Source: an optimization exercise on an open RTL-to-GDS flow (aim: small area, a short achievable clock period and few clock cycles). Production flows keep margins and buffers that such runs may drop. Only simulation tests tie the RTL to the original design; equivalence was not proved. Power figures rest on the tool's default switching activity, not on a simulated workload.

## build 34
// tbpm_rxdec
module tbpm_rxdec (
    input  wire        clk,
    input  wire        rst,
    input  wire        cfg_we,
    input  wire [7:0]  cfg_pct,
    input  wire [15:0] cfg_floor,
    input  wire [1:0]  cfg_reg_len,
    input  wire        cfg_reg0,
    input  wire        cfg_reg1,
    input  wire        in_valid,
    output wire        in_ready,
    input  wire [31:0] in_data,
    input  wire        in_last,
    output wire        out_valid,
    input  wire        out_ready,
    output wire        rl_ok,
    output wire [3:0]  rl_cause,
    output wire [31:0] rl_word,
    output wire        fw_ok,
    output wire [3:0]  fw_cause,
    output wire [31:0] fw_word,
    output wire        dsp_ok,
    output wire [1:0]  dsp_tried,
    output wire [31:0] dsp_word
);
    reg [6:0]  tol_pct;
    reg [15:0] tol_floor;
    reg [1:0]  reg_len;
    reg        reg0, reg1;
    always @(posedge clk) begin
        if (rst) begin
            tol_pct   <= 7'd25;
            tol_floor <= 16'd10;
            reg_len   <= 2'd0;
            reg0      <= 1'b0;
            reg1      <= 1'b0;
        end else if (cfg_we && cfg_pct <= 8'd100 && cfg_reg_len <= 2'd2) begin
            tol_pct   <= cfg_pct[6:0];
            tol_floor <= cfg_floor;
            reg_len   <= cfg_reg_len;
            reg0      <= cfg_reg0;
            reg1      <= cfg_reg1;
        end
    end
    reg        r_v;            
    reg        r_last;
    reg        r_s;            
    reg        r_u;            
    reg [16:0] r_d;            
    reg        rdy;            
    reg        done;           
    reg [7:0]  n_ent;          
    wire keep    = !n_ent[7];
    wire odd     = n_ent[0];
    wire needfsm = (odd && keep) || r_last;
    wire stall   = r_v && done && needfsm;
    wire absorb  = r_v && !stall;
    wire fin     = absorb && r_last;
    wire take    = in_valid && rdy;
    always @(posedge clk) begin
        if (!stall) begin
            r_last <= in_last;
            r_s    <= in_data[31];
  ...
Size in the first run: roughly 1,400 cells after synthesis, roughly 180 I/O pins.
export LEC_CHECK = 0
export ABC_AREA = 1
export CAP_MARGIN = 50
export CORE_MARGIN = 2
export CORE_UTILIZATION = 40
export CTS_BUF_LIST = sky130_fd_sc_hd__clkbuf_8
export SLEW_MARGIN = 70
create_clock -name core_clock -period 35.0 [get_ports {clk}]
standard.sh (not shown) runs the stock make flow with config.mk's settings and CLKGATE_MAP_FILE= SYNTH_SCRIPT=/design/flow/synth_recipe.tcl, a recipe that flattens the netlist after the stock synthesis.
==> flow/flow/run.sh <==
#!/bin/bash
# Standard layout, with plain buf_1 cells as the port buffers; the timing
# repair steps may resize across footprints and aim for 27 ns of setup slack.
set -euo pipefail
export BUFFER_PORTS_ARGS="-buffer_cell sky130_fd_sc_hd__buf_1"
bash standard.sh MATCH_CELL_FOOTPRINT=0 SETUP_SLACK_MARGIN=27 finish > standard_flow.log 2>&1
Testbench counts of build 34, summed over its fixed seeds: cycles 31,890.
Edits applied to the flow inputs when going from build 34 to build 39:
- ABC_AREA no longer set, was 1
==> flow/flow/run.sh <==
#!/bin/bash
# Standard layout with two changes:
# - synthesis is ORFS's (flow/my_synth.tcl is synth_recipe.tcl plus an abc
#   wrapper) with the abc mapping script flow/abc_map.script, which is ORFS's
#   speed script with area recovery in &nf (-R 100); registers are untouched;
# - plain buf_1 cells as the port buffers.
set -euo pipefail
export BUFFER_PORTS_ARGS="-buffer_cell sky130_fd_sc_hd__buf_1"
export MY_ABC_SCRIPT="$PWD/flow/abc_map.script"
bash standard.sh SYNTH_SCRIPT="$PWD/flow/my_synth.tcl" finish > standard_flow.log 2>&1
==> flow/flow/abc_map.script (new file) <==
&get -n
&st
&dch
&nf -R 100
&st
&syn2
&if -g -K 6
&synch2
&nf -R 100
&st
&syn2
&if -g -K 6
&synch2
&nf -R 100
&st
&syn2
&if -g -K 6
&synch2
&nf -R 100
&st
&syn2
&if -g -K 6
&synch2
&nf -R 100
&st
&syn2
&if -g -K 6
&synch2
&nf -R 100
&put
buffer -c
topo
stime -c
upsize -c
dnsize -c
==> flow/flow/my_synth.tcl (new file) <==
proc synth {args} { yosys synth -nofsm -noshare {*}$args }
proc abc {args} {
  set i [lsearch -exact $args -script]
  if {$i >= 0 && [info exists ::env(MY_ABC_SCRIPT)]} { lset args [expr {$i + 1}] $::env(MY_ABC_SCRIPT) }
  yosys abc {*}$args
}
source $::env(SCRIPTS_DIR)/synth.tcl
# left out here: clear keep_hierarchy, flatten, clean up, hide names made inside functions, write 1_2_yosys.v
[summary]
Wire length reported by the detailed router: build 39 vs build 34 down 240 um
| post-synthesis instance area | build 39 vs build 34 | better |
Going from build 34 to build 39, multi-input gate share of total cell area rose 7.0 points, clock distribution area overhead in the final layout rose 0.29 points.
Status: number of top-level pins parity (build 39, build 34)
STATUS total power: build 39 wins against build 34
Compared with build 34, build 39 ends up with a smaller final cell area.
Maximum operating frequency essentially unchanged between build 34 and build 39.
Against build 34, shortest period the worst path allows in build 39 came out worse.
Of build 34 and build 39, build 39 shows the lower combinational power, with build 34 above it.
## Diff of input files: build 26 against build 39
- CTS_CLUSTER_SIZE newly set to 30
- CTS_CLUSTER_DIAMETER newly set to 200
diff --git a/flow/flow/run.sh b/flow/flow/run.sh
--- a/flow/flow/run.sh
+++ b/flow/flow/run.sh
@@ -4,2 +4,2 @@
-#   wrapper) with the abc mapping script flow/abc_map.script, which is ORFS's
-#   speed script with area recovery in &nf (-R 100); registers are untouched;
+#   wrapper) with the abc mapping script flow/abc_map.script, an area-oriented
+#   script (three &nf -R 1000 -p mapping rounds, no resizing); registers are untouched;
==> flow/flow/abc_map.script <==
&get -n
&st
&dch
&nf -R 1000 -p
&st
&syn2
&synch2
&nf -R 1000 -p
&st
&dch -f
&nf -R 1000 -p
&put
[summary]
Build 26: flow completed, timing, DRC and antenna clean
Build 39 ran to completion and came out clean on the timing, design-rule and antenna checks.
Taking build 39 as the reference, in build 26 instance area at placement went down; global-route track usage on met2 went down; share of the clock period used by the worst path went up; final weighted congestion in routability-driven placement went down.
Summary of build 26 over build 39: routed wire length has decreased; hold slack now larger.
Edits applied to the flow inputs when going from build 26 to build 83:
- CTS_CLUSTER_DIAMETER no longer set, was 200
- CTS_CLUSTER_SIZE no longer set, was 30
diff --git a/flow/flow/run.sh b/flow/flow/run.sh
--- a/flow/flow/run.sh
+++ b/flow/flow/run.sh
@@ -5 +5 @@
-#   script (three &nf -R 1000 -p mapping rounds, no resizing); registers are untouched;
+#   script (three &nf -R 1000 -p mapping rounds); registers are untouched;
==> flow/flow/abc_map.script <==
&get -n
&st
&dch
&nf -R 1000 -p
&st
&syn2
&synch2
&nf -R 1000 -p
&st
&dch -f
&nf -R 1000 -p
&put
buffer -c
topo
stime -c
upsize -c
dnsize -c
[summary]
The final reports for build 83 and build 26 show count of buffers not belonging to the clock network in the layout lower in the former.
Compared with build 26, in build 83 post-synthesis instance area grew by 310 um^2; power density over cell area saw an increase.

static timing again, ports no longer ideal:
The results above use ideal ports. As a check the final layouts listed here were re-extracted and re-timed, cells and wires unchanged. Step 1, drivers: a clkbuf_16 drives clk and a buf_2 each remaining input, both assumed. Step 2 adds t to the input delays and takes it off the output delays; t is the mean of the earliest and latest rising clock arrival at the registers after step 1. Input paths then give back, and output paths get back, about the clock's delay inside the block. Three values: ideal ports, drivers, drivers and shift; two values: the first two.
run	shift t [ns]	setup WS [ns]	clock arrival spread, ns
build 34	0.489	26.655 / 26.612 / 26.593	0.016 / 0.015
build 39	0.519	26.639 / 26.592 / 26.418	0.024 / 0.024
build 26	0.509	26.571 / 26.529 / 26.400	0.024 / 0.024
build 83	0.512	26.576 / 26.530 / 26.437	0.024 / 0.024
After both steps every run listed still meets setup and hold. The setup slack of build 39, which loses most, moves by -0.047 ns with the drivers and by -0.221 ns with both steps.
